Background: an optimization exercise with open tools, aiming at small area. Do not read the settings as production practice. Function was checked by simulation only, so behaviour that the tests miss may differ from the original. Power figures rest on the tool's default switching activity, not on a simulated workload.

### flow/flow/run.sh
#!/bin/bash
# Standard layout; port buffers use the smallest buffer cell; clock tree
# built from clkbuf_4/clkbuf_8 with no dummy loads.
set -euo pipefail
bash standard.sh BUFFER_PORTS_ARGS="-buffer_cell sky130_fd_sc_hd__buf_1" \
  CTS_ARGS="-sink_clustering_enable -repair_clock_nets -dont_use_dummy_load -buf_list {sky130_fd_sc_hd__clkbuf_4 sky130_fd_sc_hd__clkbuf_8} -sink_clustering_size 12 -sink_clustering_max_diameter 40" \
  finish > flow_standard.log 2>&1
### flow/standard.sh
#!/bin/bash
# synth_recipe.tcl (not shown) runs the flow's synth.tcl, then flattens the netlist and writes it again
# the make line also repeats each setting of config.mk as NAME=value (left out here)
make -C /OpenROAD-flow-scripts/flow DESIGN_CONFIG=/design/flow/config.mk WORK_HOME=/design/flow/orfs CLKGATE_MAP_FILE= SYNTH_SCRIPT=/design/flow/synth_recipe.tcl "${@:-finish}"
### flow/config.mk
export PLATFORM = sky130hd
export DESIGN_NAME = raiden_core
export DESIGN_NICKNAME = raiden_core
export VERILOG_FILES = /design/flow/design.v
export SDC_FILE = /design/flow/constraint.sdc
export NUM_CORES = 4
export LEC_CHECK = 0
export CAP_MARGIN = 20
export CORE_MARGIN = 2
export CORE_UTILIZATION = 40
export SLEW_MARGIN = 20
### flow/constraint.sdc
create_clock -name core_clock -period 10.0 [get_ports {clk}]
set_input_delay 2.0000 -clock core_clock [delete_from_list [all_inputs] [get_ports {clk}]]
set_output_delay 2.0000 -clock core_clock [all_outputs]
set_load 0.01 [all_outputs]
### flow/design.v
module raiden_core (
    input  wire        clk,
    input  wire        rst,
    input  wire        req_valid,
    input  wire        req_we,
    input  wire [7:0]  req_addr,
    input  wire [31:0] req_wdata,
    output wire        rsp_valid,
    output wire [31:0] rsp_rdata,
    output wire        rsp_err,
    input  wire [7:0]  trig_in,
    input  wire        uart_rx,
    output wire        out_o,
    output wire        out_oe,
    output wire        outn_o,
    output wire        outn_oe,
    output wire        armed_o,
    output wire        fired_o,
    output wire [15:0] pull_o
);
    localparam [2:0] PG_STOPPED = 3'd0;
    localparam [2:0] PG_WAIT    = 3'd1;
    localparam [2:0] PG_PAUSE   = 3'd2;
    localparam [2:0] PG_HIGH    = 3'd3;
    localparam [2:0] PG_LOW     = 3'd4;
    localparam [2:0] D_OFF  = 3'd0;    
    localparam [2:0] D_IDLE = 3'd1;    
    localparam [2:0] D_W2   = 3'd2;    
    localparam [2:0] D_Q    = 3'd3;    
    localparam [2:0] D_DATA = 3'd4;    
    reg [31:0] cfg_pause, cfg_width, cfg_gap, cfg_count, cfg_div;
    reg [1:0]  cfg_kind;
    reg [7:0]  cfg_pin;
    reg        cfg_edge;
    reg [7:0]  cfg_byte;
    reg        cfg_out_en, cfg_inv_en;
    reg        armed, fired, rel;
    reg [2:0]  pg_st;
    reg [31:0] pg_cnt, pg_reps, pg_w, pg_g;
    reg [2:0]  det_st;
    reg [5:0]  dk;
    reg        match;
    reg [31:0] tc;
    reg [1:0]  resident;
    reg [7:0]  lat_byte;           
    reg [31:0] lat_div;
    reg [31:0] gcount;
    reg [3:0]  aux;
    reg [2:0]  result;
    reg        rq_valid, rq_err;
    reg [3:0]  rq_sel;
    wire [2:0] lat_pin  = lat_byte[2:0];
    wire       lat_edge = lat_byte[3];
    wire       gpio_hit = trig_in[lat_pin] ^ lat_edge;    
    wire       tick     = (tc == 32'd1);
    wire       bit_ok   = (uart_rx == lat_byte[dk[5:3]]);
    wire cnt_hi0  = (pg_cnt[31:1] == 31'd0);
    wire cnt0     = cnt_hi0 & ~pg_cnt[0];
    wire cnt1     = cnt_hi0 &  pg_cnt[0];
    wire reps_hi0 = (pg_reps[31:1] == 31'd0);
    wire reps0    = reps_hi0 & ~pg_reps[0];
    wire reps1    = reps_hi0 &  pg_reps[0];
    wire uart_run = (det_st != D_OFF) && !resident[0];
    wire [31:0] dec_in = uart_run ? tc : (cnt1 ? pg_reps : pg_cnt);
    wire [31:0] dec    = dec_in ^ ~dec_nz;
    wire [31:0] dec_nz;    
    wire [31:0] inc_c;     
    assign dec_nz[0] = 1'b0;
    assign inc_c[0]  = 1'b1;
    genvar ci;
    generate
        for (ci = 1; ci < 32; ci = ci + 1) begin : g_chain
            assign dec_nz[ci] = dec_nz[ci-1] | dec_in[ci-1];
            assign inc_c[ci]  = inc_c[ci-1] & gcount[ci-1];
        end
    endgenerate
    wire [31:0] gcount_inc = gcount ^ inc_c;
    wire mapped  = (req_addr[1:0] == 2'b00) && (req_addr <= 8'h30);
    wire ro_reg  = (req_addr == 8'h04) || (req_addr == 8'h24);
    wire do_wr   = req_valid && req_we && mapped && !ro_reg;
    wire wr_cmd  = do_wr && (req_addr == 8'h00);
    wire wd_small = (req_wdata[31:3] == 29'd0);
    wire c_arm   = wr_cmd && wd_small && (req_wdata[2:0] == 3'd1);
    wire c_dis   = wr_cmd && wd_small && (req_wdata[2:0] == 3'd2);
    wire c_exe   = wr_cmd && wd_small && (req_wdata[2:0] == 3'd3);
    wire c_rst   = wr_cmd && wd_small && (req_wdata[2:0] == 3'd4);
    wire c_poll  = wr_cmd && wd_small && (req_wdata[2:0] == 3'd5);
    wire c_ill   = wr_cmd && !(wd_small && req_wdata[2:0] != 3'd0 &&
                               req_wdata[2:0] <= 3'd5);
    wire in_wait  = (pg_st == PG_WAIT);
    wire arm_cfg_bad = (cfg_kind == 2'd1) && (cfg_pin[7:3] != 5'd0);
    wire arm_ok   = c_arm && !armed && !arm_cfg_bad;
    wire exe_ok   = c_exe && armed;
    wire poll_ok  = c_poll && armed && !(in_wait && !rel);
    wire disarm   = exe_ok || poll_ok || ((c_dis || c_rst) && armed);
    wire do_start = in_wait && (rel || exe_ok);
    wire cfg_rst  = rst || c_rst;
    reg        fire;
    reg [2:0]  n_det_st;
    reg [5:0]  n_dk;
    reg        n_match;
    reg [2:0]  n_pg_st;
    reg [31:0] n_pg_cnt, n_pg_reps, n_pg_w, n_pg_g;
    reg        n_rel;
    reg [2:0]  n_result;
    always @* begin
        fire     = 1'b0;
        n_det_st = det_st;
        n_dk     = dk;
        n_match  = match;
        if (det_st != D_OFF) begin
            if (resident[0]) begin
                case (det_st)
                    D_IDLE: if (!gpio_hit) n_det_st = D_W2;
                    D_W2:   if (gpio_hit) begin n_det_st = D_Q; n_dk = 6'd0; end
                    D_Q:
                        if (gpio_hit) begin
                            if (dk[1:0] == 2'd2) begin
                                fire     = 1'b1;
                                n_det_st = D_OFF;
                            end else begin
                                n_dk = dk + 6'd1;
                            end
                        end else begin
                            n_det_st = D_W2;
                        end
                    default: ;
                endcase
            end else if (tick) begin
                case (det_st)
                    D_IDLE: if (uart_rx) n_det_st = D_W2;
                    D_W2:   if (!uart_rx) begin n_det_st = D_Q; n_dk = 6'd0; end
                    D_Q:
                        if (dk[1:0] == 2'd3) begin
                            if (!uart_rx) begin
                                n_det_st = D_DATA;
                                n_dk     = 6'd0;
                                n_match  = 1'b1;
                            end else begin
                                n_det_st = D_W2;
                            end
                        end else begin
                            n_dk = dk + 6'd1;
                        end
                    D_DATA: begin
                        n_dk = dk + 6'd1;
                        if (dk[2:0] == 3'd7) begin
                            n_match = match & bit_ok;
                            if (dk[5:3] == 3'd7) begin
                                if (match & bit_ok) begin
                                    fire     = 1'b1;
                                    n_det_st = D_OFF;
                                end else begin
                                    n_det_st = D_IDLE;
                                end
                            end
                        end
                    end
                    default: ;
                endcase
            end
        end
        n_pg_st   = pg_st;
        n_pg_cnt  = pg_cnt;
        n_pg_reps = pg_reps;
        n_pg_w    = pg_w;
        n_pg_g    = pg_g;
        if (do_start) begin
            if (!cnt0)       n_pg_st = PG_PAUSE;
            else if (!reps0) n_pg_st = PG_HIGH;
            else             n_pg_st = PG_STOPPED;
        end else if (cnt1) begin
            case (pg_st)
                PG_PAUSE: n_pg_st = reps0 ? PG_STOPPED : PG_HIGH;
                PG_HIGH:  n_pg_st = PG_LOW;
                PG_LOW:   n_pg_st = reps1 ? PG_STOPPED : PG_HIGH;
                default: ;
            endcase
        end
        if (!in_wait || (do_start && cnt0))
            n_pg_cnt = (cnt1 || in_wait) ? ((pg_st == PG_HIGH) ? pg_g : pg_w) : dec;
        if (pg_st == PG_LOW && cnt1)
            n_pg_reps = dec;
        n_rel = (rel & ~in_wait) | fire;
        if (arm_ok) begin
            n_det_st  = (cfg_kind != 2'd0) ? D_IDLE : D_OFF;
            n_pg_st   = PG_WAIT;
            n_pg_cnt  = cfg_pause;
            n_pg_reps = cfg_count;
            n_pg_w    = (cfg_width[31:2] == 30'd0) ? 32'd4 : cfg_width;
            n_pg_g    = (cfg_gap[31:2]   == 30'd0) ? 32'd4 : cfg_gap;
            n_rel     = 1'b0;
        end
        if (disarm) begin
            n_det_st = D_OFF;
            if (n_pg_st == PG_WAIT)
                n_pg_st = PG_STOPPED;
            n_rel = 1'b0;
        end
        n_result = result;
        if (c_arm)
            n_result = armed ? 3'd1 : (arm_cfg_bad ? 3'd3 : 3'd0);
        else if (c_exe)
            n_result = armed ? 3'd0 : 3'd1;
        else if (c_ill)
            n_result = 3'd4;
        else if (c_dis || c_rst || c_poll)
            n_result = 3'd0;
    end
    wire [7:0]  a        = req_addr;
    wire        we_pause = do_wr && (a == 8'h08);
    wire        we_width = do_wr && (a == 8'h0C);
    wire        we_gap   = do_wr && (a == 8'h10);
    wire        we_count = do_wr && (a == 8'h14);
    wire        we_kind  = do_wr && (a == 8'h18) && (req_wdata[1:0] != 2'd3);
    wire        we_pin   = do_wr && (a == 8'h1C);
    wire        we_byte  = do_wr && (a == 8'h20);
    wire        we_aux   = do_wr && (a == 8'h28);
    wire        we_outc  = do_wr && (a == 8'h2C);
    wire        we_div   = do_wr && (a == 8'h30) && (req_wdata != 32'd0);
    wire        gc_inc   = exe_ok || poll_ok;
    wire [31:0] rmask    = {32{cfg_rst}};
    wire [31:0] wd_rst0  = req_wdata & ~rmask;
    wire [31:0] wd_100   = (req_wdata & ~(rmask & ~32'd100)) | (rmask & 32'd100);
    wire [31:0] wd_1     = (req_wdata & ~(rmask & ~32'd1))   | (rmask & 32'd1);
    wire [31:0] wd_16    = (req_wdata & ~(rmask & ~32'd16))  | (rmask & 32'd16);
    wire [8:0]  wd_pin   = req_wdata[8:0] | {1'b0, rmask[7:0]};
    wire [8:0]  wd_pin_r = {wd_rst0[8], wd_pin[7:0]};
    wire [1:0]  wd_outc  = {wd_rst0[1], req_wdata[0] | cfg_rst};
    always @(posedge clk) begin
        if (we_pause || cfg_rst) cfg_pause <= wd_rst0;
        if (we_width || cfg_rst) cfg_width <= wd_100;
        if (we_gap   || cfg_rst) cfg_gap   <= wd_100;
        if (we_count || cfg_rst) cfg_count <= wd_1;
        if (we_div   || cfg_rst) cfg_div   <= wd_16;
        if (we_kind  || cfg_rst) cfg_kind  <= wd_rst0[1:0];
        if (we_pin   || cfg_rst) {cfg_edge, cfg_pin} <= wd_pin_r;
        if (we_byte  || cfg_rst) cfg_byte  <= wd_rst0[7:0];
        if (we_aux   || cfg_rst) aux       <= wd_rst0[3:0];
        if (we_outc  || cfg_rst) {cfg_inv_en, cfg_out_en} <= wd_outc;
        if (gc_inc   || cfg_rst) gcount    <= gcount_inc & ~rmask;
    end
    always @(posedge clk) begin
        if (rst) begin
            armed    <= 1'b0;
            fired    <= 1'b0;
            rel      <= 1'b0;
            pg_st    <= PG_STOPPED;
            det_st   <= D_OFF;
            resident <= 2'd0;
            result   <= 3'd0;
            rq_valid <= 1'b0;
            rq_err   <= 1'b0;
            rq_sel   <= 4'd0;
        end else begin
            if (arm_ok)
                armed <= 1'b1;
            else if (disarm)
                armed <= 1'b0;
            if (arm_ok || c_rst)
                fired <= 1'b0;
            else if (fire || exe_ok)
                fired <= 1'b1;
            rel    <= n_rel;
            pg_st  <= n_pg_st;
            det_st <= n_det_st;
            if (arm_ok)
                resident <= cfg_kind;
            result   <= n_result;
            rq_valid <= req_valid;
            rq_err   <= req_valid && (!mapped || (req_we && ro_reg));
            rq_sel   <= (req_valid && !req_we && mapped) ? req_addr[5:2] : 4'd0;
        end
    end
    always @(posedge clk) begin
        pg_cnt  <= n_pg_cnt;
        pg_reps <= n_pg_reps;
        pg_w    <= n_pg_w;
        pg_g    <= n_pg_g;
        dk      <= n_dk;
        match   <= n_match;
        tc      <= arm_ok ? 32'd1 : (tick ? lat_div : dec);
        if (arm_ok) begin
            lat_byte <= (cfg_kind == 2'd1) ? {4'd0, cfg_edge, cfg_pin[2:0]} : cfg_byte;
            lat_div  <= cfg_div;
        end
    end
    reg [31:0] rd_val;
    always @* begin
        case (rq_sel)
            4'd1:  rd_val = {18'd0, resident, 1'b0, in_wait, 4'b0000,
                             fired, armed, 1'b0, result};
            4'd2:  rd_val = cfg_pause;
            4'd3:  rd_val = cfg_width;
            4'd4:  rd_val = cfg_gap;
            4'd5:  rd_val = cfg_count;
            4'd6:  rd_val = {30'd0, cfg_kind};
            4'd7:  rd_val = {23'd0, cfg_edge, cfg_pin};
            4'd8:  rd_val = {24'd0, cfg_byte};
            4'd9:  rd_val = gcount;
            4'd10: rd_val = {27'd0, armed, aux};
            4'd11: rd_val = {30'd0, cfg_inv_en, cfg_out_en};
            4'd12: rd_val = cfg_div;
            default: rd_val = 32'd0;
        endcase
    end
    assign rsp_valid = rq_valid;
    assign rsp_err   = rq_err;
    assign rsp_rdata = rd_val;
    wire active = (pg_st == PG_HIGH);
    assign out_oe  = cfg_out_en;
    assign out_o   = cfg_out_en & active;
    assign outn_oe = cfg_inv_en;
    assign outn_o  = cfg_inv_en & ~active;
    assign armed_o = armed;
    assign fired_o = fired;
    genvar p;
    generate
        for (p = 0; p < 8; p = p + 1) begin : g_pull
            wire sel = (resident == 2'd1) && (lat_pin == p);
            assign pull_o[2*p]   = sel & ~lat_edge;
            assign pull_o[2*p+1] = sel &  lat_edge;
        end
    endgenerate
endmodule
==> results_dict.tcl, run 1 <==
set metrics [dict create \
    status "finished clean" \
    synth_top_area_share_pct 59.42 \
    netlist_area_sq_mm 0.01981 \
    setup_ws_ps 1813 \
    clkTransAtPathRegs_ps 80 \
    ys_ff_latch 444 \
    clk_latency_ps 630 \
    synthTopCellsByArea "edfxtp_1 59%, dfxtp_1 5.3%, ha_1 4.0%" \
    finalSetupViolCount 0 \
    ctsResizeCount 0 \
    multi_input_area_sq_mm 0.006518 \
    clockBufferDepth 3 \
    vias 13611 \
    holdWs_ps 444.7 \
    fin_skew_ps 56.05 \
    yosysMostFrequentCell "edfxtp_1" \
    drt_wl_total_mm 56.73 \
    final_max_slew_viol_count 0 \
    start_util_pct 40.47 \
    cp_common_cell "ha_1" \
    cts_root_buf "clkbuf_8" \
    stdcell_count 2333 \
    place.gp.congestion 0.9092 \
    cts_inserted_buffers 50 \
    yosys.area.top_type "edfxtp_1" \
    fin_nets 1786 \
    p_leak_nw 7.376 \
    critPathKind "flip-flop to flip-flop" \
    yosysWarnings 1 \
    worstPathMaxFanout 38 \
    worst_pin_slew_ps 1045 \
    drtAntennaViolNets 0 \
    hold_path_class "flip-flop to flip-flop" \
    min_period_over_period_pct 81.87 \
    tns_ps 0 \
    maxCapViolCount 0 \
    overflow 0 \
    start_kind "flip-flop" \
    ys_top_cells_by_count "392 x edfxtp_1, 186 x nor2_1, 147 x a21oi_1" \
    ios 109 \
    vias_per_cell 5.834 \
    dr.first_iter.drc_count 1845 \
    drive_gt1_share_pct 9.233 \
    grt_pass1_vias 13225 \
    fp.dieW_microns 226.5 \
    synth_cells 1629 \
    synth_ff_type "edfxtp_1" \
    synthArstFlopShare_pct 0 \
    ys_types 68 \
    fin_crit_ps 8187 \
    rows 81 \
    synth_nets 1745 \
    hold_buffers 0 \
    rsz0062_at_grt "false" \
    cp.required_ps 10450 \
    cp_slowest_cell "dfxtp_1" \
    track_usage_pct 22.05 \
    wl_per_cell_microns 24.32 \
    postCtsSetupBuffers 0 \
    die-area_sq_mm 0.05132 \
    cts_tree "built" \
    setup.worst_path.end_class "flip-flop" \
    core_sq_mm 0.04895 \
    grt_pass1_wl_mm 83.79 \
    grt_antenna_before_repair 1 \
    preCtsSetupSlack_ps 1872 \
    synthToLayoutAreaGrowth_pct 8.571 \
    drc 0 \
    cts.htree.levels 2 \
    syn_area_per_cell_sq_um 12.16 \
    max_stage_delay_ps 490 \
    ir_drop_mv 0.08071 \
    arrival_ps 8640 \
    placed_cells 2282 \
    register_area_sq_mm 0.01281 \
    die_y_microns 226.5 \
    maxSlewHeadroom_pct 30.07 \
    finalPower_mw 3.692 \
    yosysSeqAreaShare_pct 64.68 \
    synth_enable_flop_cells 392 \
    num-fill-cells 4510 \
    grt_max_degree 64 \
    hpwl_mm 38.07 \
    port_buffers 108 \
    dr.pass1.iters 7 \
    fmax_ghz 0.1221 \
    finalHoldViolCount 0 \
    cts_num_sinks 444 \
    cellPowerDensity_mw_per_mm2 171.7 \
]
==> metal layers <==
| metal | vias to the layer above | global-route usage (%) | share of wire [%] |
|---|---|---|---|
| met5 | - | 0 | 0 |
| met1 | 6774 | 30.14 | 42 |
| met2 | 619 | 36.51 | 48 |
| met3 | 94 | 2.760 | 6.8 |
| met4 | 0 | 7.258 | 3.0 |
| li1 | 6124 | - | - |
==> worst max-delay path, delay by kind of cell, from the launching register on <==
family                     cells  cell delay (ps)
adders and majority gates     30             5580
and+or+nand+nor                4              870
buffers and inverters          2              520
DFF                            1              490
xor gates and xnor gates       1              270
AOI/OAI and AO/OA              1              160
muxes                          1              120
==> power by group <==
group          internal (mW)  switching (mW)  leakage, nW
clock network          0.442           0.600        0.360
registers               2.19          0.0979         4.17
logic                  0.134           0.228         2.85
==> path summary, 6_finish.rpt <==
kind | startpoint | end | slack (ps) | depth (start not counted)
hold / removal | cfg_div[26]$_DFFE_PP_ | lat_div[26]$_DFFE_PP_ | 440 | 0
setup reg to reg | det_st[1]$_SDFFE_PP0P_ | pg_cnt[31]$_DFFE_PP_ | 1810 | 39
setup / recovery | det_st[1]$_SDFFE_PP0P_ | pg_cnt[31]$_DFFE_PP_ | 1810 | 39
hold reg to reg | cfg_div[26]$_DFFE_PP_ | lat_div[26]$_DFFE_PP_ | 440 | 0
==> sequential cells by signal, summed over array words and instances, names as in the netlist, 8 cells and up <==
name,cells
pg_cnt,32
pg_w,32
lat_byte,8
cfg_gap,32
cfg_pin,8
pg_reps,32
gcount,32
cfg_byte,8
cfg_div,32
pg_g,32
tc,32
cfg_count,32
lat_div,32
cfg_pause,32
cfg_width,32
==> stage by stage <==
stage	utilization, %	instance area (sq um)
CTS	43.93	21500
finish	43.94	21510
global route	43.94	21510
floorplan	-	19810
detailed placement	42.52	20820
global placement	42.51	20810
==> layout by cell type (no fill, tap or decap), types with 4 or more instances in the layout <==
master / synthesis / final
nand4_1: 12 / 12
o211ai_1: 5 / 5
and2_1: 70 / 70
nand2_1: 131 / 128
o22ai_1: 4 / 4
dfxtp_1: 52 / 52
nand3_1: 16 / 16
buf_1: 2 / 108
or2_2: 6 / 6
mux2i_1: 9 / 9
a22oi_1: 15 / 15
mux4_2: 4 / 4
nor2_4: 0 / 4
o21ai_4: 0 / 4
o21ai_0: 58 / 56
or3_1: 13 / 13
ha_1: 63 / 63
a21oi_1: 147 / 147
nor4_1: 41 / 41
nor3b_1: 5 / 5
inv_1: 14 / 13
o21ai_1: 26 / 24
a22o_1: 4 / 4
nor3_1: 26 / 23
edfxtp_1: 392 / 392
and3_1: 4 / 4
a222oi_1: 50 / 50
mux2_2: 36 / 36
a221oi_1: 5 / 5
nor2b_1: 12 / 12
nor3_2: 2 / 4
clkbuf_8: 0 / 50
buf_4: 0 / 26
nand2b_1: 17 / 17
a31oi_1: 5 / 5
nor2_1: 186 / 180
==> kinds of logic (layout without fill, tap and decap cells) <==
family	after synthesis	after routing	synth area share, %
AND/OR/NAND/NOR	559	559	13.83
flip-flops	444	444	64.68
AO/OA/AOI/OAI	349	349	11.10
buffers and inverters	159	198	3.076
adder cells (fa/ha/maj)	63	63	3.979
multiplexers	50	50	3.070
XOR/XNOR	5	5	0.2590
other	0	1	0
==> area by class of cell <==
class,count,area share [%]
tap,664,3.863
sequential,444,59.57
inverter,14,0.2560
multi-input combinational,1026,30.30
antenna,1,0.01164
timing repair buffer,134,2.792
clock buffer,50,3.200
==> inputs of run 2 (changes only) <==
--- a/flow/design.v
+++ b/flow/design.v
@@ -37,9 +37,8 @@
     reg        armed, fired, rel;
     reg [2:0]  pg_st;
-    reg [31:0] pg_cnt, pg_reps, pg_w, pg_g;
+    reg [31:0] pg_cnt, pg_reps, pg_w, pg_g, pg_p;
     reg [2:0]  det_st;
     reg [5:0]  dk;
     reg        match;
-    reg [31:0] tc;
     reg [1:0]  resident;
     reg [7:0]  lat_byte;           
@@ -53,14 +52,13 @@
     wire       lat_edge = lat_byte[3];
     wire       gpio_hit = trig_in[lat_pin] ^ lat_edge;    
-    wire       tick     = (tc == 32'd1);
     wire       bit_ok   = (uart_rx == lat_byte[dk[5:3]]);
     wire cnt_hi0  = (pg_cnt[31:1] == 31'd0);
-    wire cnt0     = cnt_hi0 & ~pg_cnt[0];
-    wire cnt1     = cnt_hi0 &  pg_cnt[0];
+    wire p0       = (pg_p == 32'd0);
+    wire cnt1     = cnt_hi0 &  pg_cnt[0];    
+    wire tick     = cnt1;
     wire reps_hi0 = (pg_reps[31:1] == 31'd0);
     wire reps0    = reps_hi0 & ~pg_reps[0];
     wire reps1    = reps_hi0 &  pg_reps[0];
-    wire uart_run = (det_st != D_OFF) && !resident[0];
-    wire [31:0] dec_in = uart_run ? tc : (cnt1 ? pg_reps : pg_cnt);
+    wire [31:0] dec_in = cnt1 ? pg_reps : pg_cnt;
     wire [31:0] dec    = dec_in ^ ~dec_nz;
     wire [31:0] dec_nz;    
@@ -167,5 +165,5 @@
         n_pg_g    = pg_g;
         if (do_start) begin
-            if (!cnt0)       n_pg_st = PG_PAUSE;
+            if (!p0)         n_pg_st = PG_PAUSE;
             else if (!reps0) n_pg_st = PG_HIGH;
             else             n_pg_st = PG_STOPPED;
@@ -178,6 +176,10 @@
             endcase
         end
-        if (!in_wait || (do_start && cnt0))
-            n_pg_cnt = (cnt1 || in_wait) ? ((pg_st == PG_HIGH) ? pg_g : pg_w) : dec;
+        if (do_start)
+            n_pg_cnt = p0 ? pg_w : pg_p;
+        else if (cnt1)
+            n_pg_cnt = in_wait ? lat_div : ((pg_st == PG_HIGH) ? pg_g : pg_w);
+        else
+            n_pg_cnt = dec;
         if (pg_st == PG_LOW && cnt1)
             n_pg_reps = dec;
@@ -186,5 +188,5 @@
             n_det_st  = (cfg_kind != 2'd0) ? D_IDLE : D_OFF;
             n_pg_st   = PG_WAIT;
-            n_pg_cnt  = cfg_pause;
+            n_pg_cnt  = 32'd1;
             n_pg_reps = cfg_count;
             n_pg_w    = (cfg_width[31:2] == 30'd0) ? 32'd4 : cfg_width;
@@ -280,5 +282,6 @@
         dk      <= n_dk;
         match   <= n_match;
-        tc      <= arm_ok ? 32'd1 : (tick ? lat_div : dec);
+        if (arm_ok)
+            pg_p <= cfg_pause;
         if (arm_ok) begin
             lat_byte <= (cfg_kind == 2'd1) ? {4'd0, cfg_edge, cfg_pin[2:0]} : cfg_byte;
==> run 2 against run 1 <==
Sequential share of layout area increased by 0.64 points; final cell count decreased by 5.5%; area after synthesis decreased by 1.0%; sequential power decreased by 6%; global-route usage about the same; non-clock buffer count unchanged; register-to-register slack improved by 190 ps; power decreased by 10%; maximum frequency increased by 2.4%; synthesized cell count decreased by 5.3%; critical path depth decreased by 1; core utilization decreased by 0.20 points.
==> results_dict.tcl, run 2 <==
set metrics [dict create \
    yosysSeqAreaShare_pct 65.34 \
    grt_max_degree 91 \
    met1Wirelength_mm 23.96 \
    track_usage_pct 22.01 \
    fp.dieW_microns 225.4 \
    ys_top_cells_by_count "392 x edfxtp_1, 140 x a21oi_1, 124 x clkbuf_1" \
    drt_wl_total_mm 55.71 \
    synthTopCellsByArea "edfxtp_1 60%, dfxtp_1 5.3%, ha_1 4.0%" \
    synth_enable_flop_cells 392 \
    fin_skew_ps 37.11 \
    fin_nets 1700 \
    grt_pass1_vias 12789 \
    fin_crit_ps 7998 \
    drive_gt1_share_pct 7.775 \
    setup.worst_path.end_class "flip-flop" \
    min_period_over_period_pct 79.98 \
    ctsResizeCount 0 \
    top_layer "met5" \
    r2r_cells 38 \
    start_kind "flip-flop" \
    power_frac_comb_pct 3.0 \
    synthToLayoutAreaGrowth_pct 8.505 \
    die_y_microns 225.4 \
    core_sq_mm 0.04865 \
    cts_root_buf "clkbuf_8" \
    overflow 0 \
    clockBufferDepth 3 \
    fmax_ghz 0.1250 \
    maxCapViolCount 0 \
    arrival_ps 8470 \
    yosys.area.top_type "edfxtp_1" \
    postCtsSetupBuffers 0 \
    p_leak_nw 7.106 \
    ys_ff_latch 444 \
    synth_top_area_share_pct 60.03 \
    die-area_sq_mm 0.05081 \
    max_stage_delay_ps 800 \
    maxSlewHeadroom_pct 18.48 \
    hold_path_class "flip-flop to flip-flop" \
    rows 81 \
    worst_pin_slew_ps 1215 \
    drc 0 \
    cp_slowest_cell "or2_2" \
    dr.pass1.iters 6 \
    cp.required_ps 10470 \
    final_common_cell "edfxtp_1" \
    status "finished clean" \
    start_util_pct 40.31 \
    wl_met3_mm 5.009 \
    grt_antenna_before_repair 1 \
    vias 13196 \
    layout_common_cells "392 x edfxtp_1, 140 x a21oi_1, 108 x buf_1, 100 x nand2_1, 83 x a22oi_1" \
    hold_buffers 0 \
    yosysMostFrequentCell "edfxtp_1" \
    power.share.sequential_pct 65.3 \
    ir_drop_mv 0.09964 \
    cts_tree "built" \
    p_sw_uw 728.5 \
    synth_ff_type "edfxtp_1" \
    placed_cells 2153 \
    drtAntennaViolNets 0 \
    cp_common_cell "ha_1" \
    dr_wl_met2_mm 25.08 \
    port_buffers 108 \
    ios 109 \
    yosysWarnings 1 \
    tns_ps 0 \
    p_int_mw 2.579 \
    cts_inserted_buffers 51 \
    syn_area_per_cell_sq_um 12.71 \
    p_sw_share_pct 22.02 \
    netlist_area_sq_mm 0.01961 \
    finalPower_mw 3.308 \
    synth_nets 1659 \
    cellPowerDensity_mw_per_mm2 155.5 \
    hpwl_mm 37.76 \
    stdcell_count 2205 \
    cts_num_sinks 444 \
    synth_cells 1543 \
    clkTransAtPathRegs_ps 80 \
    final_max_slew_viol_count 0 \
    hold_path_depth 0 \
    dr.first_iter.drc_count 1565 \
    worstPathMaxFanout 43 \
    clkPwrFrac_pct 31.7 \
    wl_per_cell_microns 25.26 \
    clk_latency_ps 620 \
    rsz0062_at_grt "false" \
    place.gp.congestion 0.8658 \
    finalSetupViolCount 0 \
    synthArstFlopShare_pct 0 \
    grt_pass1_wl_mm 82.77 \
    critPathKind "flip-flop to flip-flop" \
    vias_per_cell 5.985 \
    utilization_pct 43.74 \
    finalHoldViolCount 0 \
    ys_types 65 \
    cts.htree.levels 2 \
]
run 2: cell types whose count changed after synthesis, moves of 12 or more:
cell and change:
mux2i_1 +28, nand3_1 +26, mux2_2 -30, clkbuf_1 -14
a211oi_1 +30, a222oi_1 -44, or3_1 -12, a22oi_1 +68
o211ai_1 +27, o21ai_0 -31, nor2_1 -108, nand2_1 -31
o21ai_1 -26
run 2: metal layers:
metal  up-vias  global-route usage [%]
met4         2                   7.050
met5         -                       0
met2       630                   33.58
li1       5929                       -
met3        90                   4.250
met1      6545                   31.66
run 2: final timing paths:
kind,startpoint,to,slack [ps]
setup reg to reg,pg_cnt[31]$_SDFF_PP0_,pg_cnt[31]$_SDFF_PP0_,2000
setup / recovery,pg_cnt[31]$_SDFF_PP0_,pg_cnt[31]$_SDFF_PP0_,2000
hold reg to reg,cfg_div[16]$_DFFE_PP_,lat_div[16]$_DFFE_PP_,420
hold / removal,cfg_div[16]$_DFFE_PP_,lat_div[16]$_DFFE_PP_,420
run 2: cell type report:
class	count	area, sq um
fill	4460	27370
sequential	444	12810
multi-input combinational	942	6336
tap	622	778.2
clock buffer	51	701.9
timing repair buffer	134	600.6
inverter	11	46.29
antenna	1	2.502
run 2: cells by family after synthesis:
kind of cell,synth area share [%]
simple gates,12.30
fa+ha+maj,4.020
mux,2.693
compound gates,12.14
xor+xnor,0.3573
buf+inv,3.152
flops,65.34
run 2: power groups by stage:
| stage | Sequential, mW | Clock [mW] | Combinational, mW |
|---|---|---|---|
| after floorplan | 2.17 | 0 | 0.0608 |
| after global placement | 2.20 | 0 | 0.0978 |
| after detailed placement | 2.20 | 0 | 0.0994 |
| after CTS | 2.16 | 1.06 | 0.100 |
| after global routing | 2.17 | 1.13 | 0.110 |
| final | 2.16 | 1.05 | 0.0999 |
run 2: worst max-delay path, delay by kind of cell (launching register included):
family,cells,cell delay [ps]
DFF,1,380
and+or+nand+nor,4,1190
xor gates and xnor gates,1,150
adders and majority gates,30,5650
AOI/OAI and AO/OA,3,480
run 2: per-stage QoR:
step / instance area [sq um] / hold WS [ps] / worst slack (ps)
after global routing: 21280 / 437.2 / 1549
after detailed placement: 20560 / 435.2 / 2024
after CTS: 21270 / 417.9 / 1980
after global placement: 20560 / 431.5 / 2129
after floorplan: 19610 / 425.2 / 2471
final: 21280 / 421.0 / 2002
==> inputs of run 3 (changes only) <==
==> flow/flow/run.sh (replaced) <==
#!/bin/bash
# Standard layout with three changes: ABC maps the logic with an
# area-oriented script (flow/area.abc, via flow/synth.tcl which wraps the standard flow's
# own synthesis script); port buffers use the smallest buffer cell; the clock
# tree is built from clkbuf_4/clkbuf_8 with no dummy loads.
set -euo pipefail
export MY_ABC_SCRIPT="$PWD/flow/area.abc"
export FLOW_SYNTH_TCL="$PWD/synth_recipe.tcl"
bash standard.sh SYNTH_SCRIPT="$PWD/flow/synth.tcl" \
  BUFFER_PORTS_ARGS="-buffer_cell sky130_fd_sc_hd__buf_1" \
  CTS_ARGS="-sink_clustering_enable -repair_clock_nets -dont_use_dummy_load -buf_list {sky130_fd_sc_hd__clkbuf_4 sky130_fd_sc_hd__clkbuf_8} -sink_clustering_size 12 -sink_clustering_max_diameter 40" \
  finish > flow_standard.log 2>&1
==> flow/flow/area.abc (new file) <==
&get -n
&st
&dc2
&dch -f
&nf -R 1000
&st
&dc2
&dch -f
&nf -R 1000
&put
topo
dnsize -c
==> flow/flow/synth.tcl (new file) <==
# The standard synthesis script (synth_recipe.tcl), with the ABC logic
# mapping run from flow/area.abc (an area-oriented script) instead of
# ORFS's speed script. Flip-flop mapping, flattening and naming are unchanged.
proc abc {args} {
  set i [lsearch -exact $args -script]
  if {$i >= 0} {
    lset args [expr {$i + 1}] $::env(MY_ABC_SCRIPT)
  }
  yosys abc {*}$args
}
source $::env(FLOW_SYNTH_TCL)
--- a/flow/config.mk
+++ b/flow/config.mk
@@ -9,3 +9,4 @@
 export CORE_MARGIN = 2
 export CORE_UTILIZATION = 40
+export GPL_TIMING_DRIVEN = 0
 export SLEW_MARGIN = 20
==> run 3 against run 2 <==
Worst setup slack got worse by 1100 ps; final cell count rose by 3.4%; clock power barely moved; count of clock-buffer cells in the layout rose by 2; critical path depth rose by 1; sequential share of layout area fell by 1.2 points; die area fell by 3.8%; hold slack improved by 12 ps; first-iteration DRC count rose by 8.7%; maximum frequency fell by 12%; area after synthesis fell by 3.9%.
==> results_dict.tcl, run 3 <==
set metrics [dict create \
    status "finished clean" \
    hold_end "pg_p[30]$_DFFE_PP_" \
    fin_crit_ps 9079 \
    p_sw_share_pct 21.71 \
    arrival_ps 9590 \
    final_max_slew_viol_count 0 \
    ir_drop_mv 0.08343 \
    ctsResizeCount 0 \
    clockBufferDepth 3 \
    cellPowerDensity_mw_per_mm2 153.4 \
    max_stage_delay_ps 790 \
    cts_inserted_buffers 53 \
    yosys.area.top_type "edfxtp_1" \
    yosysWarnings 1 \
    core_sq_mm 0.04656 \
    multi_input_area_sq_mm 0.005951 \
    track_usage_pct 21.75 \
    dr.first_iter.drc_count 1701 \
    worst_pin_slew_ps 1023 \
    r2r_slack_ps 920 \
    cts_num_sinks 444 \
    p_sw_uw 722.8 \
    overflow 0 \
    drtAntennaViolNets 0 \
    start_util_pct 40.47 \
    worstPathMaxFanout 14 \
    cts_tree "built" \
    hold_path_depth 0 \
    place_area_sq_mm 0.02098 \
    p_int_mw 2.607 \
    min_period_over_period_pct 90.79 \
    cts_root_buf "clkbuf_8" \
    postCtsSetupBuffers 0 \
    finalHoldViolCount 0 \
    grt_antenna_before_repair 1 \
    r2r_cells 39 \
    layout_common_cells "392 x edfxtp_1, 165 x buf_1, 163 x nand2_1, 136 x a21oi_1, 115 x o21ai_0" \
    r2r-end "pg_cnt[31]$_SDFF_PP0_" \
    setup.worst_path.end_class "flip-flop" \
    rsz0062_at_grt "false" \
    vias 13467 \
    cp.required_ps 10520 \
    dr.pass1.iters 7 \
    vias_per_cell 5.904 \
    drt_wl_total_mm 54.59 \
    fmax_ghz 0.1102 \
    maxSlewHeadroom_pct 31.10 \
    synth_nets 1576 \
    grt_max_degree 77 \
    power_frac_comb_pct 3.5 \
    final_common_cell "edfxtp_1" \
    synth_cells 1460 \
    port_buffers 108 \
    clkPwrFrac_pct 31.9 \
    num-fill-cells 4144 \
    cts.htree.levels 2 \
    synth_ff_type "edfxtp_1" \
    fp.dieW_microns 221.0 \
    synth_top_area_share_pct 62.47 \
    fin_nets 1791 \
    power.share.sequential_pct 64.6 \
    tns_ps 0 \
    place.gp.congestion 0.8488 \
    maxCapViolCount 0 \
    hpwl_mm 39.59 \
    rows 79 \
    drive_gt1_share_pct 8.010 \
    p_leak_nw 7.366 \
    critPathKind "flip-flop to flip-flop" \
    wl_per_cell_microns 23.93 \
    fin_skew_ps 50.19 \
    ys_types 50 \
    synthArstFlopShare_pct 0 \
    synthToLayoutAreaGrowth_pct 15.23 \
    ys_ff_latch 444 \
    yosysMostFrequentCell "edfxtp_1" \
    start_kind "flip-flop" \
    min-delay-start "cfg_pause[30]$_DFFE_PP_" \
    drc 0 \
    synthTopCellsByArea "edfxtp_1 62%, dfxtp_1 5.5%, ha_1 4.2%" \
    die_y_microns 221.0 \
    clkTransAtPathRegs_ps 70 \
    ys_top_cells_by_count "392 x edfxtp_1, 167 x nand2_1, 136 x a21oi_1" \
    crit_start "pg_cnt[16]$_SDFF_PP0_" \
    synth_enable_flop_cells 392 \
    ios 109 \
    grt_pass1_vias 13248 \
    finalSetupViolCount 0 \
    syn_area_per_cell_sq_um 12.91 \
    cp_common_cell "ha_1" \
    fin_area_sq_mm 0.02171 \
    grt_pass1_wl_mm 81.12 \
    register_area_sq_mm 0.01281 \
    r2r_start "pg_cnt[16]$_SDFF_PP0_" \
    yosysSeqAreaShare_pct 67.99 \
    cp_slowest_cell "nor4_1" \
    clk_latency_ps 650 \
    hold_buffers 0 \
    netlist_area_sq_mm 0.01884 \
    hold_path_class "flip-flop to flip-flop" \
    die-area_sq_mm 0.04886 \
]
==> run 3: changes by cell type after synthesis, sizes merged, moves of 12 or more <==
| cell | previous run | this run |
|---|---|---|
| a211oi | 33 | 4 |
| a222oi | 6 | 64 |
| a22oi | 83 | 6 |
| buf | 22 | 58 |
| clkbuf | 124 | 0 |
| mux2i | 37 | 2 |
| nand2 | 100 | 167 |
| nand2b | 23 | 10 |
| nand3 | 42 | 28 |
| nor2 | 78 | 65 |
| o211ai | 32 | 4 |
| o21ai | 27 | 119 |
| o22ai | 2 | 29 |
| or3 | 1 | 13 |
==> run 3: worst max path at each step <==
stage | end | cells after the start | slack (ps)
3_5_place_dp | pg_cnt[31]$_SDFF_PP0_ | 39 | 1000
2_1_floorplan | pg_cnt[31]$_SDFF_PP0_ | 39 | 90
4_1_cts | pg_cnt[31]$_SDFF_PP0_ | 39 | 920
5_1_grt | pg_cnt[30]$_SDFF_PP0_ | 38 | 520
3_3_place_gp | cfg_count[23]$_DFFE_PP_ | 11 | -5430
6_report | pg_cnt[31]$_SDFF_PP0_ | 39 | 920
==> run 3: cells by family (layout without fill, tap and decap cells) <==
logic type                 Yosys count  count (layout)  synth area share, %
AOI/OAI and AO/OA                  397             397                13.16
xor gates and xnor gates             6               6               0.2789
adders and majority gates           63              63                4.183
buffers and inverters               67             280                1.335
DFF                                444             444                67.99
muxes                                8               8               0.5843
other                                0               1                    0
and+or+nand+nor                    475             475                12.46
==> run 3: critical path, delay by kind of cell, from the launching register on <==
| kind | cells | cell delay, ps |
|---|---|---|
| compound gates | 3 | 430 |
| xor+xnor | 1 | 170 |
| fa+ha+maj | 30 | 5820 |
| flops | 1 | 320 |
| simple gates | 5 | 2210 |
==> run 3: final cells by class <==
type / instances / area share [%]
antenna: 1 / 0.01152
buffer: 58 / 1.003
clock buffer: 53 / 3.359
inverter: 9 / 0.1786
multi-input combinational: 949 / 27.41
sequential: 444 / 59.01
tap: 607 / 3.498
timing repair buffer: 160 / 5.538
==> run 3: per-layer routing <==
metal / share of wire (%) / global-route usage, %
met5: 0 / 0
met2: 49 / 37.03
met4: 3.3 / 8.617
met3: 6.8 / 2.948
met1: 41 / 28.17
==> run 3: power by group through the flow <==
| stage | clock [mW] | sequential [mW] | combinational (mW) |
|---|---|---|---|
| final | 1.06 | 2.15 | 0.118 |
| after global routing | 1.15 | 2.16 | 0.129 |
| after CTS | 1.08 | 2.15 | 0.118 |
| after detailed placement | 0 | 2.19 | 0.117 |
| after global placement | 0 | 2.19 | 0.0982 |
| after floorplan | 0 | 2.17 | 0.0537 |
==> run 3: stage by stage <==
| stage | hold WS (ps) | cells | util (%) | power (mW) | setup slack [ps] |
|---|---|---|---|---|---|
| global placement | 431.1 | 2175 | 42.99 | 2.293 | -5434 |
| global route | 448.4 | 2281 | 46.64 | 3.430 | 522.3 |
| finish | 432.8 | 2281 | 46.64 | 3.330 | 921.5 |
| CTS | 434.8 | 2280 | 46.63 | 3.351 | 921.7 |
| floorplan | 425.2 | 1460 | - | 2.221 | 87.66 |
| detailed placement | 434.4 | 2227 | 45.07 | 2.306 | 996.6 |
==> inputs of run 4 (changes only) <==
--- a/flow/config.mk
+++ b/flow/config.mk
@@ -9,4 +9,3 @@
 export CORE_MARGIN = 2
 export CORE_UTILIZATION = 40
-export GPL_TIMING_DRIVEN = 0
 export SLEW_MARGIN = 20
==> run 4 against run 3 <==
Still clean; die area is the same; sequential power is essentially flat; maximum frequency grew 6.9%; combinational power shrank about 20%; register-to-register slack gained 580 ps; hold slack gained 6.1 ps; highest routed layer is now met5.
==> results_dict.tcl, run 4 <==
set metrics [dict create \
    postCtsSetupBuffers 0 \
    grt_max_degree 106 \
    yosys.area.top_type "edfxtp_1" \
    grt_pass1_vias 13072 \
    dr.first_iter.drc_count 1740 \
    finalSetupViolCount 0 \
    top_usage_layer "met2" \
    finalHoldViolCount 0 \
    cts.htree.levels 2 \
    finalPower_mw 3.323 \
    status "finished clean" \
    drive_gt1_share_pct 6.646 \
    num-fill-cells 4196 \
    syn_area_per_cell_sq_um 12.91 \
    synthTopCellsByArea "edfxtp_1 62%, dfxtp_1 5.5%, ha_1 4.2%" \
    final_common_cell "edfxtp_1" \
    drtAntennaViolNets 0 \
    max_stage_delay_ps 570 \
    register_area_sq_mm 0.01281 \
    fmax_ghz 0.1177 \
    ys_types 50 \
    r2r_cells 40 \
    synthArstFlopShare_pct 0 \
    tns_ps 0 \
    layout_common_cells "392 x edfxtp_1, 166 x nand2_1, 136 x a21oi_1, 116 x o21ai_0, 108 x buf_1" \
    critPathKind "flip-flop to flip-flop" \
    fin_nets 1713 \
    cp.required_ps 10550 \
    place.gp.congestion 0.8672 \
    rsz0062_at_grt "false" \
    setup.worst_path.end_class "flip-flop" \
    cts_tree "built" \
    die-area_sq_mm 0.04886 \
    yosysMostFrequentCell "edfxtp_1" \
    core_sq_mm 0.04656 \
    synth_nets 1576 \
    overflow 0 \
    clockBufferDepth 3 \
    ios 109 \
    vias_per_cell 5.954 \
    min-delay-start "cfg_div[8]$_DFFE_PP_" \
    yosysWarnings 1 \
    hold_path_class "flip-flop to flip-flop" \
    crit_start "pg_cnt[16]$_SDFF_PP0_" \
    cp_slowest_cell "nor4_1" \
    worstPathMaxFanout 51 \
    rows 79 \
    wl_per_cell_microns 24.40 \
    cellPowerDensity_mw_per_mm2 158.8 \
    synth_enable_flop_cells 392 \
    port_buffers 108 \
    r2r_slack_ps 1510 \
    synth_top_area_share_pct 62.47 \
    track_usage_pct 21.87 \
    crit_end "pg_cnt[31]$_SDFF_PP0_" \
    maxCapViolCount 0 \
    grt_util_met2_pct 35.85 \
    clkTransAtPathRegs_ps 70 \
    drt_wl_total_mm 53.75 \
    grt.met3_usage_pct 3.134 \
    fin_skew_ps 41.14 \
    fin_area_sq_mm 0.02093 \
    worst_pin_slew_ps 978.0 \
    r2r-end "pg_cnt[31]$_SDFF_PP0_" \
    clk_latency_ps 660 \
    multi_input_area_sq_mm 0.005908 \
    fin_crit_ps 8494 \
    grt_pass1_wl_mm 81.62 \
    ys_top_cells_by_count "392 x edfxtp_1, 167 x nand2_1, 136 x a21oi_1" \
    min_period_over_period_pct 84.94 \
    met1_usage_pct 29.62 \
    cts_inserted_buffers 54 \
    fp.dieW_microns 221.0 \
    synth_ff_type "edfxtp_1" \
    p_leak_nw 7.056 \
    ir_drop_mv 0.08737 \
    yosysSeqAreaShare_pct 67.99 \
    cp_common_cell "ha_1" \
    ctsResizeCount 0 \
    dr.pass1.iters 6 \
    netlist_area_sq_mm 0.01884 \
    holdWs_ps 438.9 \
    start_util_pct 40.47 \
    final_max_slew_viol_count 0 \
    cts_num_sinks 444 \
    start_kind "flip-flop" \
    ys_ff_latch 444 \
    drc 0 \
    hold_buffers 0 \
    arrival_ps 9040 \
    synthToLayoutAreaGrowth_pct 11.06 \
    maxSlewHeadroom_pct 34.45 \
    vias 13116 \
    die_y_microns 221.0 \
    place_area_sq_mm 0.02018 \
    grt_antenna_before_repair 3 \
    synth_cells 1460 \
    r2r_start "pg_cnt[16]$_SDFF_PP0_" \
    hpwl_mm 36.12 \
    cts_root_buf "clkbuf_8" \
]
==> run 4: area by class of cell <==
cell class	count	area share, %
Antenna cell	1	0.01196
Clock buffer	54	3.551
Inverter	9	0.1853
Multi-Input combinational cell	949	28.23
Sequential cell	444	61.22
Tap cell	607	3.629
Timing Repair Buffer	139	3.169
==> run 4: cells by family (layout without fill, tap and decap cells) <==
group / count (synthesis) / in the layout / share of synthesized area, %
other: 0 / 1 / 0
adders and majority gates: 63 / 63 / 4.183
xor gates and xnor gates: 6 / 6 / 0.2789
AOI/OAI and AO/OA: 397 / 397 / 13.16
muxes: 8 / 8 / 0.5843
and+or+nand+nor: 475 / 475 / 12.46
DFF: 444 / 444 / 67.99
buffers and inverters: 67 / 202 / 1.335
==> run 4: how the worst min path moves through the flow <==
stage | end | slack, ps | cells after the start
floorplan | lat_div[31]$_DFFE_PP_ | 430 | 0
global placement | pg_p[28]$_DFFE_PP_ | 430 | 0
global route | lat_div[8]$_DFFE_PP_ | 450 | 0
CTS | pg_p[8]$_DFFE_PP_ | 440 | 0
finish | lat_div[8]$_DFFE_PP_ | 440 | 0
detailed placement | pg_p[29]$_DFFE_PP_ | 430 | 0
==> run 4: critical path, delay by kind of cell (launching register included) <==
| kind | cells | cell delay (ps) |
|---|---|---|
| xor gates and xnor gates | 1 | 170 |
| buffers and inverters | 1 | 460 |
| DFF | 1 | 310 |
| adders and majority gates | 30 | 5530 |
| AOI/OAI and AO/OA | 3 | 440 |
| and+or+nand+nor | 5 | 1470 |
==> run 4: where the power goes <==
| part | leakage (nW) | switching (mW) | internal, mW |
|---|---|---|---|
| clock network | 0.388 | 0.600 | 0.476 |
| registers | 4.03 | 0.0534 | 2.10 |
| logic | 2.64 | 0.0687 | 0.0262 |
==> run 4: metrics by stage <==
step	setup WS [ps]	util (%)	instances
after floorplan	87.66	-	1460
after global placement	1710	43.30	2147
after detailed placement	1570	43.34	2148
after CTS	1527	44.94	2202
after global routing	1147	44.95	2203
final	1506	44.95	2203
==> run 4: routing by layer <==
metal	wire [microns]	up-vias	part of all wire, %
met2	25750	568	48
met4	1612	2	3.0
li1	-	5966	-
met3	3841	92	7.1
met1	22540	6488	42
met5	13	-	0.024
==> inputs of run 5 (changes only) <==
==> flow/flow/run.sh (replaced) <==
#!/bin/bash
# Standard layout with three changes: ABC maps the logic with an
# area-oriented script (flow/area.abc, via flow/synth.tcl which wraps the standard flow's
# own synthesis script); port buffers use the smallest buffer cell; the clock
# tree is built from clkbuf_4 with no dummy loads.
set -euo pipefail
export MY_ABC_SCRIPT="$PWD/flow/area.abc"
export FLOW_SYNTH_TCL="$PWD/synth_recipe.tcl"
bash standard.sh SYNTH_SCRIPT="$PWD/flow/synth.tcl" \
  BUFFER_PORTS_ARGS="-buffer_cell sky130_fd_sc_hd__buf_1" \
  CTS_ARGS="-sink_clustering_enable -repair_clock_nets -dont_use_dummy_load -buf_list sky130_fd_sc_hd__clkbuf_4 -sink_clustering_size 10 -sink_clustering_max_diameter 30" \
  finish > flow_standard.log 2>&1
==> run 5 against run 4 <==
Critical path type unchanged; largest cell class unchanged; count of clock-buffer cells in the layout is 31 higher; clock skew grew 32 ps; synthesized cell count stayed put; global-route usage rose by 0.11 points; critical path depth did not move; first-iteration DRC count shrank 3.3%; still clean; hold slack lost 12 ps; combinational power hardly changed.
==> results_dict.tcl, run 5 <==
set metrics [dict create \
    cts_root_buf "clkbuf_4" \
    postCtsSetupBuffers 0 \
    grt_pass1_wl_mm 82.01 \
    num-fill-cells 4224 \
    netlist_area_sq_mm 0.01884 \
    finalSetupViolCount 0 \
    status "finished clean" \
    cellPowerDensity_mw_per_mm2 155.2 \
    yosys.area.top_type "edfxtp_1" \
    ys_top_cells_by_count "392 x edfxtp_1, 167 x nand2_1, 136 x a21oi_1" \
    dr.first_iter.drc_count 1683 \
    r2r_start "pg_cnt[16]$_SDFF_PP0_" \
    syn_area_per_cell_sq_um 12.91 \
    grt_pass1_vias 13220 \
    cp_slowest_cell "nor4_1" \
    synthToLayoutAreaGrowth_pct 10.50 \
    vias_per_cell 5.991 \
    cts_inserted_buffers 85 \
    ys_ff_latch 444 \
    p_sw_uw 720.1 \
    wl_per_cell_microns 24.17 \
    start_kind "flip-flop" \
    drc 0 \
    hold_path_class "flip-flop to flip-flop" \
    clkTransAtPathRegs_ps 100 \
    finalHoldViolCount 0 \
    hpwl_mm 36.12 \
    r2r_slack_ps 1470 \
    synth_enable_flop_cells 392 \
    max_stage_delay_ps 580 \
    rsz0062_at_grt "false" \
    r2r-end "pg_cnt[31]$_SDFF_PP0_" \
    start_util_pct 40.47 \
    synthArstFlopShare_pct 0 \
    worstPathMaxFanout 51 \
    min_period_over_period_pct 85.28 \
    yosysWarnings 1 \
    hold_path_depth 0 \
    ys_types 50 \
    layout_common_cells "392 x edfxtp_1, 166 x nand2_1, 136 x a21oi_1, 116 x o21ai_0, 108 x buf_1" \
    core_sq_mm 0.04656 \
    cts.htree.levels 3 \
    fp.dieW_microns 221.0 \
    synth_cells 1460 \
    p_leak_nw 7.059 \
    fin_skew_ps 72.84 \
    final_common_cell "edfxtp_1" \
    critPathKind "flip-flop to flip-flop" \
    setup.worst_path.end_class "flip-flop" \
    dr.pass1.iters 9 \
    drive_gt1_share_pct 8.426 \
    final_max_slew_viol_count 0 \
    p_int_mw 2.511 \
    hold_buffers 0 \
    p_sw_share_pct 22.29 \
    ctsResizeCount 0 \
    cts_num_sinks 444 \
    power.share.sequential_pct 66.6 \
    cp.required_ps 10670 \
    worst_pin_slew_ps 983.0 \
    yosysMostFrequentCell "edfxtp_1" \
    maxSlewHeadroom_pct 34.11 \
    clockBufferDepth 3 \
    synth_nets 1576 \
    cts_tree "built" \
    maxCapViolCount 0 \
    register_area_sq_mm 0.01281 \
    tns_ps 0 \
    multi_input_area_sq_mm 0.005908 \
    power_frac_comb_pct 2.9 \
    ir_drop_mv 0.06362 \
    place.gp.congestion 0.8672 \
    fin_crit_ps 8528 \
    vias 13383 \
    drt_wl_total_mm 53.99 \
    synth_ff_type "edfxtp_1" \
    rows 79 \
    port_buffers 108 \
    drtAntennaViolNets 0 \
    yosysSeqAreaShare_pct 67.99 \
    clk_latency_ps 800 \
    min-delay-start "cfg_div[13]$_DFFE_PP_" \
    hold_end "lat_div[13]$_DFFE_PP_" \
    die_y_microns 221.0 \
    die-area_sq_mm 0.04886 \
    grt_max_degree 106 \
    track_usage_pct 21.98 \
    clkPwrFrac_pct 30.5 \
    ios 109 \
    synth_top_area_share_pct 62.47 \
    finalPower_mw 3.231 \
    fin_nets 1744 \
    cp_common_cell "ha_1" \
    r2r_cells 40 \
    overflow 0 \
    arrival_ps 9200 \
    fmax_ghz 0.1173 \
    grt_antenna_before_repair 2 \
    synthTopCellsByArea "edfxtp_1 62%, dfxtp_1 5.5%, ha_1 4.2%" \
]
[run 5: cell counts after synthesis]
No cell type changed its count.
[run 5: final cells by class]
| class | count | share of cell area, % |
|---|---|---|
| Inverter | 9 | 0.1863 |
| Timing Repair Buffer | 139 | 3.185 |
| Sequential cell | 444 | 61.53 |
| Multi-Input combinational cell | 949 | 28.37 |
| Clock buffer | 85 | 3.065 |
| Antenna cell | 1 | 0.01202 |
| Tap cell | 607 | 3.647 |
[run 5: worst max path at each step]
stage	cells after the start	endpoint	start
after CTS	40	pg_cnt[31]$_SDFF_PP0_	pg_cnt[16]$_SDFF_PP0_
after global routing	40	pg_cnt[31]$_SDFF_PP0_	pg_cnt[16]$_SDFF_PP0_
after global placement	40	pg_cnt[31]$_SDFF_PP0_	pg_cnt[16]$_SDFF_PP0_
final	40	pg_cnt[31]$_SDFF_PP0_	pg_cnt[16]$_SDFF_PP0_
after floorplan	39	pg_cnt[31]$_SDFF_PP0_	pg_cnt[28]$_SDFF_PP0_
after detailed placement	40	pg_cnt[31]$_SDFF_PP0_	pg_cnt[16]$_SDFF_PP0_
[run 5: kinds of logic after synthesis]
| family | share of synthesized area [%] |
|---|---|
| muxes | 0.5843 |
| adders and majority gates | 4.183 |
| buffers and inverters | 1.335 |
| xor gates and xnor gates | 0.2789 |
| AOI/OAI and AO/OA | 13.16 |
| DFF | 67.99 |
| and+or+nand+nor | 12.46 |
[run 5: metal layers]
metal  share of wire (%)  vias to the layer above  global-route usage (%)  routed length, microns
li1                    -                     6070                       -                       -
met1                  42                     6604                   29.82                   22610
met2                  48                      623                   35.89                   25940
met3                 7.4                       86                   3.134                    3982
met4                 2.7                        0                   8.400                    1461
met5                   0                        -                       0                       0
[run 5: power by group through the flow]
stage	Sequential (mW)	Combinational, mW	Clock (mW)
detailed placement	2.19	0.0947	0
floorplan	2.17	0.0537	0
global route	2.16	0.104	1.09
finish	2.15	0.0950	0.985
global placement	2.19	0.0929	0
CTS	2.15	0.0953	1.01
[run 5: worst max-delay path: cells and delay by family (launching register included)]
kind | cells | cell delay [ps]
AOI/OAI and AO/OA | 3 | 440
xor gates and xnor gates | 1 | 170
buffers and inverters | 1 | 460
and+or+nand+nor | 5 | 1480
adders and majority gates | 30 | 5550
DFF | 1 | 320
[run 5: stage by stage]
step | instances | instance area, sq um | hold WS [ps] | worst slack (ps) | util [%]
final | 2234 | 20820 | 426.7 | 1472 | 44.73
after global routing | 2234 | 20820 | 433.8 | 1094 | 44.73
after CTS | 2233 | 20820 | 430.0 | 1491 | 44.71
after detailed placement | 2148 | 20180 | 434.3 | 1570 | 43.34
after global placement | 2147 | 20160 | 432.6 | 1710 | 43.30
after floorplan | 1460 | 18850 | 425.2 | 87.66 | -
==> inputs of run 6 (changes only) <==
--- a/flow/flow/run.sh
+++ b/flow/flow/run.sh
@@ -9,4 +9,4 @@
 bash standard.sh SYNTH_SCRIPT="$PWD/flow/synth.tcl" \
   BUFFER_PORTS_ARGS="-buffer_cell sky130_fd_sc_hd__buf_1" \
-  CTS_ARGS="-sink_clustering_enable -repair_clock_nets -dont_use_dummy_load -buf_list sky130_fd_sc_hd__clkbuf_4 -sink_clustering_size 10 -sink_clustering_max_diameter 30" \
+  CTS_ARGS="-sink_clustering_enable -repair_clock_nets -dont_use_dummy_load -buf_list sky130_fd_sc_hd__clkbuf_4 -sink_clustering_size 10 -sink_clustering_max_diameter 60" \
   finish > flow_standard.log 2>&1
==> run 6 against run 5 <==
Area after synthesis stayed put; first-iteration DRC count is 3.0% lower; sequential cell count stayed put; global-route usage is 0.29 points lower; critical path depth stayed put; count of clock-buffer cells in the layout is 35 lower; power is 6.1% lower; sequential share of layout area is 0.78 points higher; core utilization is 0.56 points lower; worst setup slack better by 36 ps.
==> results_dict.tcl, run 6 <==
set metrics [dict create \
    synthTopCellsByArea "edfxtp_1 62%, dfxtp_1 5.5%, ha_1 4.2%" \
    ys_top_cells_by_count "392 x edfxtp_1, 167 x nand2_1, 136 x a21oi_1" \
    synthXorXnorAreaFrac_pct 0.2789 \
    placed_cells 2148 \
    die-area_sq_mm 0.04886 \
    synthArstFlopShare_pct 0 \
    wl_per_cell_microns 24.41 \
    cts_num_sinks 444 \
    cts_inserted_buffers 50 \
    setup.worst_path.end_class "flip-flop" \
    hpwl_mm 36.12 \
    yosys.area.top_type "edfxtp_1" \
    fin_crit_ps 8492 \
    start_util_pct 40.47 \
    yosysMostFrequentCell "edfxtp_1" \
    worstPathMaxFanout 51 \
    max_stage_delay_ps 570 \
    clk_latency_ps 790 \
    ys_ff_latch 444 \
    maxSlewHeadroom_pct 33.21 \
    maxCapViolCount 0 \
    utilization_pct 44.17 \
    status "finished clean" \
    core_sq_mm 0.04656 \
    netlist_area_sq_mm 0.01884 \
    yosysWarnings 1 \
    clkTransAtPathRegs_ps 110 \
    dr.pass1.iters 6 \
    synth_top_family_by_area "compound AO/OA/AOI/OAI gates" \
    cp_common_cell "ha_1" \
    stdcell_count 2200 \
    ir_drop_mv 0.06784 \
    drive_gt1_share_pct 6.411 \
    fp.dieW_microns 221.0 \
    grt_max_degree 106 \
    worst_pin_slew_ps 996.4 \
    vias 13180 \
    synth_cells 1460 \
    hold_path_class "flip-flop to flip-flop" \
    synth_adder_area_share_pct 4.183 \
    tns_ps 0 \
    fin_nets 1709 \
    cellPowerDensity_mw_per_mm2 147.6 \
    synth_top_area_share_pct 62.47 \
    synth_nets 1576 \
    final_max_slew_viol_count 0 \
    grt_pass1_vias 13008 \
    place.gp.congestion 0.8672 \
    grt_antenna_before_repair 3 \
    drtAntennaViolNets 0 \
    fin_skew_ps 63.29 \
    ys_types 50 \
    fin_area_sq_mm 0.02056 \
    cts_tree "built" \
    synth-simple-area-share_pct 12.46 \
    dr.first_iter.drc_count 1632 \
    synth_ff_type "edfxtp_1" \
    clockBufferDepth 3 \
    fmax_ghz 0.1178 \
    final_common_cell "edfxtp_1" \
    start_kind "flip-flop" \
    layout_common_cells "392 x edfxtp_1, 166 x nand2_1, 136 x a21oi_1, 116 x o21ai_0, 108 x buf_1" \
    die_y_microns 221.0 \
    finalSetupViolCount 0 \
    cts_root_buf "clkbuf_4" \
    ios 109 \
    ctsResizeCount 0 \
    rows 79 \
    synthToLayoutAreaGrowth_pct 9.123 \
    synth.area.mux_share_pct 0.5843 \
    synth_compound_area_share_pct 13.16 \
    syn_area_per_cell_sq_um 12.91 \
    port_buffers 108 \
    min_period_over_period_pct 84.92 \
    synth_enable_flop_cells 392 \
    place_area_sq_mm 0.02018 \
    p_leak_nw 6.898 \
    postCtsSetupBuffers 0 \
    arrival_ps 9150 \
    drc 0 \
    drt_wl_total_mm 53.71 \
    cp_slowest_cell "nor4_1" \
    cp.required_ps 10660 \
    track_usage_pct 21.69 \
    cts.htree.levels 2 \
    critPathKind "flip-flop to flip-flop" \
    hold_buffers 0 \
    rsz0062_at_grt "false" \
    yosysSeqAreaShare_pct 67.99 \
    finalHoldViolCount 0 \
    overflow 0 \
    grt_pass1_wl_mm 81.38 \
    vias_per_cell 5.991 \
]
[run 6: area by class of cell]
cell class	count	area (sq um)
clock buffer	50	375.4
fill	4255	25990
multi-input combinational	949	5908
tap	607	759.5
timing repair buffer	139	663.1
sequential	444	12810
antenna	2	5.005
inverter	9	38.79
[run 6: path summary, 6_finish.rpt]
path | slack [ps] | start | endpoint | cells after the start
hold reg to reg | 430 | cfg_div[13]$_DFFE_PP_ | lat_div[13]$_DFFE_PP_ | 0
hold / removal | 430 | cfg_div[13]$_DFFE_PP_ | lat_div[13]$_DFFE_PP_ | 0
setup reg to reg | 1510 | pg_cnt[16]$_SDFF_PP0_ | pg_cnt[31]$_SDFF_PP0_ | 40
setup / recovery | 1510 | pg_cnt[16]$_SDFF_PP0_ | pg_cnt[31]$_SDFF_PP0_ | 40
[run 6: metal layers]
layer  global-route usage (%)  vias up  routed length [microns]
met4                    7.318        0                     1621
met2                    35.59      592                    25630
met3                    2.775      100                     3950
met1                    29.87     6510                    22500
li1                         -     5978                        -
met5                        0        -                        0
[run 6: logic make-up (layout without fill, tap and decap cells)]
kind of cell	count (synthesis)	after routing
XOR/XNOR	6	6
adder cells (fa/ha/maj)	63	63
multiplexers	8	8
AO/OA/AOI/OAI	397	397
other	0	2
AND/OR/NAND/NOR	475	475
buffers and inverters	67	198
flip-flops	444	444
[run 6: critical path, delay by kind of cell (launching register included)]
family	cells	cell delay [ps]
AO/OA/AOI/OAI	3	430
AND/OR/NAND/NOR	5	1470
XOR/XNOR	1	170
flip-flops	1	320
buffers and inverters	1	460
adder cells (fa/ha/maj)	30	5560
[run 6: report_power, final]
group / total (mW) / leakage [nW] / internal [mW] / switching (mW)
clock network: 0.791 / 0.230 / 0.229 / 0.561
registers: 2.15 / 4.03 / 2.10 / 0.0535
logic: 0.0947 / 2.64 / 0.0261 / 0.0685
total: 3.03 / 6.90 / 2.35 / 0.683
[run 6: per-stage QoR]
stage,power [mW],setup WS [ps],hold WS [ps]
3_5_place_dp,2.286,1570,434.3
4_1_cts,3.053,1539,434.2
5_1_grt,3.135,1157,445.3
3_3_place_gp,2.282,1710,432.6
6_report,3.035,1508,431.4
2_1_floorplan,2.221,87.66,425.2

what the ideal ports hide:
Ports are ideal in the flow. The routed layouts listed here were re-timed in OpenROAD. Step 1: set_driving_cell puts a clkbuf_16 on clk and a buf_2 on each other input, an assumption about the parent block. Step 2 moves the port delays by t, midway between the first and last clock arrival at a register: inputs arrive t later, outputs are due t later. That takes back most of the time a late clock gives input paths. a / b / c = no drivers / after step 1 / after step 2; a / b = the first two.
| run | shift t [ns] | setup slack, ns | worst hold slack (ns) | worst setup path after step 2 | latest minus earliest clock arrival (ns) |
|---|---|---|---|---|---|
| run 1 | 0.649 | 1.813 / 1.813 / 1.813 | 0.445 / 0.445 / 0.445 | register to register | 0.056 / 0.056 |
| run 2 | 0.658 | 2.002 / 2.002 / 2.002 | 0.421 / 0.421 / 0.421 | register to register | 0.039 / 0.038 |
| run 3 | 0.673 | 0.921 / 0.921 / 0.921 | 0.433 / 0.433 / 0.433 | register to register | 0.051 / 0.050 |
| run 4 | 0.684 | 1.506 / 1.506 / 1.506 | 0.439 / 0.439 / 0.439 | register to register | 0.042 / 0.041 |
| run 5 | 0.813 | 1.472 / 1.472 / 1.472 | 0.427 / 0.427 / 0.427 | register to register | 0.085 / 0.084 |
| run 6 | 0.797 | 1.508 / 1.508 / 1.508 | 0.431 / 0.431 / 0.431 | register to register | 0.063 / 0.063 |
After both steps every run listed still meets setup and hold.
